What follows belongs to an exercise in optimizing a design on an open flow for a short achievable clock period; a production flow would make more cautious choices.
In this exercise RTL edits were held to simulation tests only and were not proved equivalent to the original.

==> v35 <==
## fstc
module fstc (
    input  wire        clk,
    input  wire        rst,
    input  wire        start,
    input  wire        tick,
    input  wire        rsp_valid,
    input  wire [1:0]  rsp_kind,
    input  wire [7:0]  rsp_b0,
    input  wire [7:0]  rsp_b1,
    output wire        rd_req,
    output wire [1:0]  rd_len,
    output wire        busy,
    output wire        valid,
    output wire        failed,
    output wire [2:0]  err,
    output wire [15:0] sr0,
    output wire [15:0] sr1,
    output wire [15:0] sr2,
    output wire [15:0] sr3,
    output wire [15:0] sr4,
    output wire [15:0] sr5,
    output wire [15:0] sr6,
    output wire [15:0] sr7,
    output wire [15:0] sr8,
    output wire [15:0] sr9,
    output wire [15:0] sr10,
    output wire [15:0] sr11,
    output wire [15:0] sr12,
    output wire [15:0] sr13,
    output wire [15:0] sr14,
    output wire [15:0] sr15
);
export LEC_CHECK = 0
export CAP_MARGIN = 20
export CORE_MARGIN = 2
export CORE_UTILIZATION = 40
export PLACE_DENSITY = 0.6
export SETUP_SLACK_MARGIN = 4
export SLEW_MARGIN = 20
export SYNTH_HIERARCHICAL = 1
export SYNTH_MINIMUM_KEEP_SIZE = 0
create_clock -name core_clock -period 6.5 [get_ports {clk}]
run.sh (not shown) runs the stock make flow with config.mk's settings and CLKGATE_MAP_FILE= SYNTH_SCRIPT=/design/flow/synth_recipe.tcl, a recipe that flattens the netlist after the stock synthesis.
==> inputs of v9, as changes to v35 <==
--- a/flow/design.v
+++ b/flow/design.v
@@ -56,12 +56,13 @@
     reg         ws_q;            
     reg         wsg_q;           
     reg         wl_q;            
     reg         wlg_q;           
     reg         wlpg_q;          
     reg  [11:0] slot_q;          
+    reg  [11:0] vc_q;            
     reg         gt_q;            
     reg         eq_q;            
     wire [15:0] elapsed_t;
     wire        to_t, eq_t;
     fstc_tmr u_tmr (
         .tick(tick), .busy(busy_q), .elapsed(elapsed_q), .gt(gt_q), .eq(eq_q),
@@ -93,12 +94,21 @@
         .rst(rst), .start(start), .tick(tick), .rsp_valid(rsp_valid),
         .rsp_kind(rsp_kind), .rsp_b0(rsp_b0), .rsp_b1(rsp_b1),
         .idle(idle_q), .ws(ws_q), .wsg(wsg_q), .wl(wl_q), .wlg(wlg_q),
         .wp(p26_q), .wlpg(wlpg_q), .eq(eq_q),
         .rd_req(rd_req)
     );
+    wire [11:0] vc_n;
+    genvar k;
+    generate
+        for (k = 0; k < 12; k = k + 1) begin : g_vc
+            fstc_g_nor2b u_vc (.a(rst), .b(valid_n), .y(vc_n[k]));   
+        end
+    endgenerate
+    always @(posedge clk)
+        vc_q <= vc_n;
     always @(posedge clk) begin
         if (rst) begin
             phase_q   <= PH_IDLE;
             idx_q     <= 5'd0;
             elapsed_q <= 16'd0;
             cks_q     <= 13'd0;
@@ -169,13 +179,18 @@
     assign failed = failed_q;
     assign err    = err_q;
     assign sr0 = {3'b000, idx_q, valid_q, err_q, busy_q, phase_q};
     assign sr1 = {3'b000, cks_q};
     assign sr2 = cks_exp_q;
     assign sr3 = elapsed_q;
-    wire [191:0] fld = valid_q ? buf_q : 192'd0;
+    wire [191:0] fld;
+    generate
+        for (k = 0; k < 12; k = k + 1) begin : g_fld
+            assign fld[16*k +: 16] = vc_q[k] ? buf_q[16*k +: 16] : 16'h0000;
+        end
+    endgenerate
     assign sr4  = fld[16*0  +: 16];
     assign sr5  = fld[16*1  +: 16];
     assign sr6  = fld[16*2  +: 16];
     assign sr7  = fld[16*3  +: 16];
     assign sr8  = fld[16*4  +: 16];
     assign sr9  = fld[16*5  +: 16];
@@ -360,48 +375,49 @@
 );
     wire rv = rsp_valid;
     wire k1 = rsp_kind[1];
     wire k0 = rsp_kind[0];
     wire [7:0] a = rsp_b0;
     wire [7:0] b = rsp_b1;
-    wire s_, t_, k3, kz, nk3;
-    fstc_g_nor2b  g_s   (.a(rst), .b(start), .y(s_));            
-    fstc_g_a21oi  g_t   (.a1(eq), .a2(tick), .b1(rst), .y(t_));   
+    wire s1, s2, s3, t1, t2, k3, kz, nk3;
+    fstc_g_nor2b  g_s1  (.a(rst), .b(start), .y(s1));            
+    fstc_g_nor2b  g_s2  (.a(rst), .b(start), .y(s2));
+    fstc_g_nor2b  g_s3  (.a(rst), .b(start), .y(s3));
+    fstc_g_a21oi  g_t1  (.a1(eq), .a2(tick), .b1(rst), .y(t1));   
+    fstc_g_a21oi  g_t2  (.a1(eq), .a2(tick), .b1(rst), .y(t2));
     fstc_g_and2   g_k3  (.a(k1), .b(k0), .y(k3));
     fstc_g_nor2   g_kz  (.a(k1), .b(k0), .y(kz));
     fstc_g_nand2  g_nk3 (.a(k1), .b(k0), .y(nk3));
-    wire o1, o2, o3, o4, o5, o6, o7, o8, o9;
+    wire o1, o2, o3, o4, o5, o6, o7, o8;
     fstc_g_nor2b  g_o1 (.a(a[0]), .b(k1),   .y(o1));
     fstc_g_nor2b  g_o2 (.a(a[1]), .b(b[2]), .y(o2));
     fstc_g_nor2b  g_o3 (.a(a[2]), .b(b[3]), .y(o3));
     fstc_g_nor2b  g_o4 (.a(a[3]), .b(b[4]), .y(o4));
-    fstc_g_nor2   g_o5 (.a(a[4]), .b(a[5]), .y(o5));
-    fstc_g_nor2   g_o6 (.a(a[6]), .b(a[7]), .y(o6));
-    fstc_g_nor2   g_o7 (.a(b[0]), .b(b[1]), .y(o7));
-    fstc_g_nor2   g_o8 (.a(b[5]), .b(b[6]), .y(o8));
-    fstc_g_nor2   g_o9 (.a(b[7]), .b(k0),   .y(o9));
-    wire x1, x2, x3a, x3b, x5, x6, y1a, y1b, y2, m1, m2, m3;
-    fstc_g_nand2  g_x1 (.a(s_), .b(idle), .y(x1));
-    fstc_g_nand4  g_x2 (.a(s_), .b(rv), .c(k3),  .d(ws),   .y(x2));
-    fstc_g_nand4  g_x3a (.a(s_), .b(rv), .c(k1), .d(wp),   .y(x3a));
-    fstc_g_nand4  g_x3b (.a(s_), .b(rv), .c(k0), .d(wp),   .y(x3b));
-    fstc_g_nand4  g_x5 (.a(t_), .b(rv), .c(nk3), .d(wsg),  .y(x5));
-    fstc_g_nand4  g_x6 (.a(t_), .b(rv), .c(kz),  .d(wlpg), .y(x6));
-    fstc_g_nand4  g_y1a (.a(s_), .b(rv), .c(k1), .d(wl),   .y(y1a));
-    fstc_g_nand4  g_y1b (.a(s_), .b(rv), .c(k0), .d(wl),   .y(y1b));
-    fstc_g_and3   g_y2 (.a(t_), .b(rv), .c(wlg), .y(y2));
-    fstc_g_nand3  g_m1 (.a(o1), .b(o2), .c(o3), .y(m1));
-    fstc_g_nand3  g_m2 (.a(o4), .b(o5), .c(o6), .y(m2));
-    fstc_g_nand3  g_m3 (.a(o7), .b(o8), .c(o9), .y(m3));
+    fstc_g_nor3   g_o5 (.a(a[4]), .b(a[5]), .c(a[6]), .y(o5));
+    fstc_g_nor3   g_o6 (.a(a[7]), .b(b[0]), .c(b[1]), .y(o6));
+    fstc_g_nor2   g_o7 (.a(b[5]), .b(b[6]), .y(o7));
+    fstc_g_nor2   g_o8 (.a(b[7]), .b(k0),   .y(o8));
+    wire x1, x2, x3a, x3b, x5, x6, y1a, y1b, y2, m1, m2;
+    fstc_g_nand2  g_x1 (.a(s1), .b(idle), .y(x1));
+    fstc_g_nand4  g_x2 (.a(s1), .b(rv), .c(k3),  .d(ws),   .y(x2));
+    fstc_g_nand4  g_x3a (.a(s2), .b(rv), .c(k1), .d(wp),   .y(x3a));
+    fstc_g_nand4  g_x3b (.a(s2), .b(rv), .c(k0), .d(wp),   .y(x3b));
+    fstc_g_nand4  g_x5 (.a(t1), .b(rv), .c(nk3), .d(wsg),  .y(x5));
+    fstc_g_nand4  g_x6 (.a(t1), .b(rv), .c(kz),  .d(wlpg), .y(x6));
+    fstc_g_nand4  g_y1a (.a(s3), .b(rv), .c(k1), .d(wl),   .y(y1a));
+    fstc_g_nand4  g_y1b (.a(s3), .b(rv), .c(k0), .d(wl),   .y(y1b));
+    fstc_g_and3   g_y2 (.a(t2), .b(rv), .c(wlg), .y(y2));
+    fstc_g_nand4  g_m1 (.a(o1), .b(o2), .c(o3), .d(o4), .y(m1));
+    fstc_g_nand4  g_m2 (.a(o5), .b(o6), .c(o7), .d(o8), .y(m2));
     wire w1, w2, y1, z1, lok;
     fstc_g_nand4  g_w1  (.a(x1), .b(x2), .c(x3a), .d(x3b), .y(w1));
     fstc_g_nand2  g_y1  (.a(y1a), .b(y1b), .y(y1));
     fstc_g_nand2  g_w2  (.a(x5), .b(x6), .y(w2));
-    fstc_g_nor3   g_lok (.a(m1), .b(m2), .c(m3), .y(lok));
+    fstc_g_nor2   g_lok (.a(m1), .b(m2), .y(lok));
     wire z2;
-    fstc_g_o31ai  g_z1  (.a1(m1), .a2(m2), .a3(m3), .b1(y1), .y(z1));   
+    fstc_g_o21ai  g_z1  (.a1(m1), .a2(m2), .b1(y1), .y(z1));   
     fstc_g_nand2  g_z2 (.a(lok), .b(y2), .y(z2));
     fstc_g_nand4bb g_rd (.a_n(w1), .b_n(w2), .c(z1), .d(z2), .y(rd_req));
 endmodule
 module fstc_g_nand2 (input wire a, input wire b, output wire y);
     assign y = !(a && b);
 endmodule
@@ -426,12 +442,12 @@
 module fstc_g_and3 (input wire a, input wire b, input wire c, output wire y);
     assign y = a && b && c;
 endmodule
 module fstc_g_a21oi (input wire a1, input wire a2, input wire b1, output wire y);
     assign y = !((a1 && a2) || b1);
 endmodule
-module fstc_g_o31ai (input wire a1, input wire a2, input wire a3, input wire b1, output wire y);
-    assign y = !((a1 || a2 || a3) && b1);
+module fstc_g_o21ai (input wire a1, input wire a2, input wire b1, output wire y);
+    assign y = !((a1 || a2) && b1);
 endmodule
 module fstc_g_nand4bb (input wire a_n, input wire b_n, input wire c, input wire d, output wire y);
     assign y = !(!a_n && !b_n && c && d);
 endmodule
Settings changed: CORE_UTILIZATION 40 to 30, PLACE_DENSITY 0.6 to 0.5.
==> inputs of v8, as changes to v35 <==
--- a/flow/design.v
+++ b/flow/design.v
@@ -56,12 +56,13 @@
     reg         ws_q;            
     reg         wsg_q;           
     reg         wl_q;            
     reg         wlg_q;           
     reg         wlpg_q;          
     reg  [11:0] slot_q;          
+    reg  [11:0] vc_q;            
     reg         gt_q;            
     reg         eq_q;            
     wire [15:0] elapsed_t;
     wire        to_t, eq_t;
     fstc_tmr u_tmr (
         .tick(tick), .busy(busy_q), .elapsed(elapsed_q), .gt(gt_q), .eq(eq_q),
@@ -93,12 +94,21 @@
         .rst(rst), .start(start), .tick(tick), .rsp_valid(rsp_valid),
         .rsp_kind(rsp_kind), .rsp_b0(rsp_b0), .rsp_b1(rsp_b1),
         .idle(idle_q), .ws(ws_q), .wsg(wsg_q), .wl(wl_q), .wlg(wlg_q),
         .wp(p26_q), .wlpg(wlpg_q), .eq(eq_q),
         .rd_req(rd_req)
     );
+    wire [11:0] vc_n;
+    genvar k;
+    generate
+        for (k = 0; k < 12; k = k + 1) begin : g_vc
+            fstc_g_nor2b u_vc (.a(rst), .b(valid_n), .y(vc_n[k]));   
+        end
+    endgenerate
+    always @(posedge clk)
+        vc_q <= vc_n;
     always @(posedge clk) begin
         if (rst) begin
             phase_q   <= PH_IDLE;
             idx_q     <= 5'd0;
             elapsed_q <= 16'd0;
             cks_q     <= 13'd0;
@@ -169,13 +179,18 @@
     assign failed = failed_q;
     assign err    = err_q;
     assign sr0 = {3'b000, idx_q, valid_q, err_q, busy_q, phase_q};
     assign sr1 = {3'b000, cks_q};
     assign sr2 = cks_exp_q;
     assign sr3 = elapsed_q;
-    wire [191:0] fld = valid_q ? buf_q : 192'd0;
+    wire [191:0] fld;
+    generate
+        for (k = 0; k < 12; k = k + 1) begin : g_fld
+            assign fld[16*k +: 16] = vc_q[k] ? buf_q[16*k +: 16] : 16'h0000;
+        end
+    endgenerate
     assign sr4  = fld[16*0  +: 16];
     assign sr5  = fld[16*1  +: 16];
     assign sr6  = fld[16*2  +: 16];
     assign sr7  = fld[16*3  +: 16];
     assign sr8  = fld[16*4  +: 16];
     assign sr9  = fld[16*5  +: 16];
@@ -366,42 +381,40 @@
     wire s_, t_, k3, kz, nk3;
     fstc_g_nor2b  g_s   (.a(rst), .b(start), .y(s_));            
     fstc_g_a21oi  g_t   (.a1(eq), .a2(tick), .b1(rst), .y(t_));   
     fstc_g_and2   g_k3  (.a(k1), .b(k0), .y(k3));
     fstc_g_nor2   g_kz  (.a(k1), .b(k0), .y(kz));
     fstc_g_nand2  g_nk3 (.a(k1), .b(k0), .y(nk3));
-    wire o1, o2, o3, o4, o5, o6, o7, o8, o9;
+    wire o1, o2, o3, o4, o5, o6, o7, o8;
     fstc_g_nor2b  g_o1 (.a(a[0]), .b(k1),   .y(o1));
     fstc_g_nor2b  g_o2 (.a(a[1]), .b(b[2]), .y(o2));
     fstc_g_nor2b  g_o3 (.a(a[2]), .b(b[3]), .y(o3));
     fstc_g_nor2b  g_o4 (.a(a[3]), .b(b[4]), .y(o4));
-    fstc_g_nor2   g_o5 (.a(a[4]), .b(a[5]), .y(o5));
-    fstc_g_nor2   g_o6 (.a(a[6]), .b(a[7]), .y(o6));
-    fstc_g_nor2   g_o7 (.a(b[0]), .b(b[1]), .y(o7));
-    fstc_g_nor2   g_o8 (.a(b[5]), .b(b[6]), .y(o8));
-    fstc_g_nor2   g_o9 (.a(b[7]), .b(k0),   .y(o9));
-    wire x1, x2, x3a, x3b, x5, x6, y1a, y1b, y2, m1, m2, m3;
+    fstc_g_nor3   g_o5 (.a(a[4]), .b(a[5]), .c(a[6]), .y(o5));
+    fstc_g_nor3   g_o6 (.a(a[7]), .b(b[0]), .c(b[1]), .y(o6));
+    fstc_g_nor2   g_o7 (.a(b[5]), .b(b[6]), .y(o7));
+    fstc_g_nor2   g_o8 (.a(b[7]), .b(k0),   .y(o8));
+    wire x1, x2, x3a, x3b, x5, x6, y1a, y1b, y2, m1, m2;
     fstc_g_nand2  g_x1 (.a(s_), .b(idle), .y(x1));
     fstc_g_nand4  g_x2 (.a(s_), .b(rv), .c(k3),  .d(ws),   .y(x2));
     fstc_g_nand4  g_x3a (.a(s_), .b(rv), .c(k1), .d(wp),   .y(x3a));
     fstc_g_nand4  g_x3b (.a(s_), .b(rv), .c(k0), .d(wp),   .y(x3b));
     fstc_g_nand4  g_x5 (.a(t_), .b(rv), .c(nk3), .d(wsg),  .y(x5));
     fstc_g_nand4  g_x6 (.a(t_), .b(rv), .c(kz),  .d(wlpg), .y(x6));
     fstc_g_nand4  g_y1a (.a(s_), .b(rv), .c(k1), .d(wl),   .y(y1a));
     fstc_g_nand4  g_y1b (.a(s_), .b(rv), .c(k0), .d(wl),   .y(y1b));
     fstc_g_and3   g_y2 (.a(t_), .b(rv), .c(wlg), .y(y2));
-    fstc_g_nand3  g_m1 (.a(o1), .b(o2), .c(o3), .y(m1));
-    fstc_g_nand3  g_m2 (.a(o4), .b(o5), .c(o6), .y(m2));
-    fstc_g_nand3  g_m3 (.a(o7), .b(o8), .c(o9), .y(m3));
+    fstc_g_nand4  g_m1 (.a(o1), .b(o2), .c(o3), .d(o4), .y(m1));
+    fstc_g_nand4  g_m2 (.a(o5), .b(o6), .c(o7), .d(o8), .y(m2));
     wire w1, w2, y1, z1, lok;
     fstc_g_nand4  g_w1  (.a(x1), .b(x2), .c(x3a), .d(x3b), .y(w1));
     fstc_g_nand2  g_y1  (.a(y1a), .b(y1b), .y(y1));
     fstc_g_nand2  g_w2  (.a(x5), .b(x6), .y(w2));
-    fstc_g_nor3   g_lok (.a(m1), .b(m2), .c(m3), .y(lok));
+    fstc_g_nor2   g_lok (.a(m1), .b(m2), .y(lok));
     wire z2;
-    fstc_g_o31ai  g_z1  (.a1(m1), .a2(m2), .a3(m3), .b1(y1), .y(z1));   
+    fstc_g_o21ai  g_z1  (.a1(m1), .a2(m2), .b1(y1), .y(z1));   
     fstc_g_nand2  g_z2 (.a(lok), .b(y2), .y(z2));
     fstc_g_nand4bb g_rd (.a_n(w1), .b_n(w2), .c(z1), .d(z2), .y(rd_req));
 endmodule
 module fstc_g_nand2 (input wire a, input wire b, output wire y);
     assign y = !(a && b);
 endmodule
@@ -426,12 +439,12 @@
 module fstc_g_and3 (input wire a, input wire b, input wire c, output wire y);
     assign y = a && b && c;
 endmodule
 module fstc_g_a21oi (input wire a1, input wire a2, input wire b1, output wire y);
     assign y = !((a1 && a2) || b1);
 endmodule
-module fstc_g_o31ai (input wire a1, input wire a2, input wire a3, input wire b1, output wire y);
-    assign y = !((a1 || a2 || a3) && b1);
+module fstc_g_o21ai (input wire a1, input wire a2, input wire b1, output wire y);
+    assign y = !((a1 || a2) && b1);
 endmodule
 module fstc_g_nand4bb (input wire a_n, input wire b_n, input wire c, input wire d, output wire y);
     assign y = !(!a_n && !b_n && c && d);
 endmodule
Settings changed: CORE_UTILIZATION 40 to 60, PLACE_DENSITY 0.6 to 0.7.
==> impl_metrics.ini <==
[status]
status = no timing/DRC/antenna violations

[clock_tree]
cts_max_level = 2

[power_and_ir_drop]
comb_cell_power_uw = 578

[timing]
layout_min_cycle_time_ns = 3.55
# the run above: v35

==> impl_metrics.ini <==
[status]
status = no timing/DRC/antenna violations

[timing]
layout_min_cycle_time_ns = 3.50

[power_and_ir_drop]
comb_cell_power_uw = 574

[floorplan]
fp.dieH_um = 222

[clock_tree]
cts_max_level = 2
# the run above: v9

==> impl_metrics.ini <==
[status]
status = no timing/DRC/antenna violations

[power_and_ir_drop]
comb_cell_power_uw = 655

[clock_tree]
cts_max_level = 1

[place]
gp_congestion = 0.908

[timing]
layout_min_cycle_time_ns = 3.68

[floorplan]
core_area_mm2 = 0.0233
# the run above: v8

==> static timing again, ports no longer ideal <==
Ports are ideal in the flow. The routed layouts listed here were re-timed in OpenROAD.
Step 1 (the two cells are an assumption about what drives the block):
set clk [get_ports {clk}]
set_driving_cell -lib_cell sky130_fd_sc_hd__clkbuf_16 $clk
set_driving_cell -lib_cell sky130_fd_sc_hd__buf_2 [delete_from_list [all_inputs] $clk]
Step 2 times the ports against the registers' clock, not the clock port: input delays grow and output delays shrink by t, the midpoint of the rising clock arrivals with the driver on.
Slacks: no drivers / after step 1 / after step 2; pairs: no drivers / after step 1.
run	t, ns	setup WS [ns]	slew at the worst register clock pin (ns)	worst data-port slew with drivers (ns)	cell pins on the clock port's net
v35	0.554	2.947 / 2.903 / 2.704	0.06 / 0.06	0.06	1
v9	0.598	3.003 / 2.859 / 2.616	0.06 / 0.06	0.19	1
v8	0.630	2.816 / 2.784 / 2.188	0.08 / 0.08	0.07	1
After both steps setup and hold are still met in every run listed. For v8, which loses most, drivers alone change the setup slack by -0.032 ns; drivers and shift together by -0.628 ns.
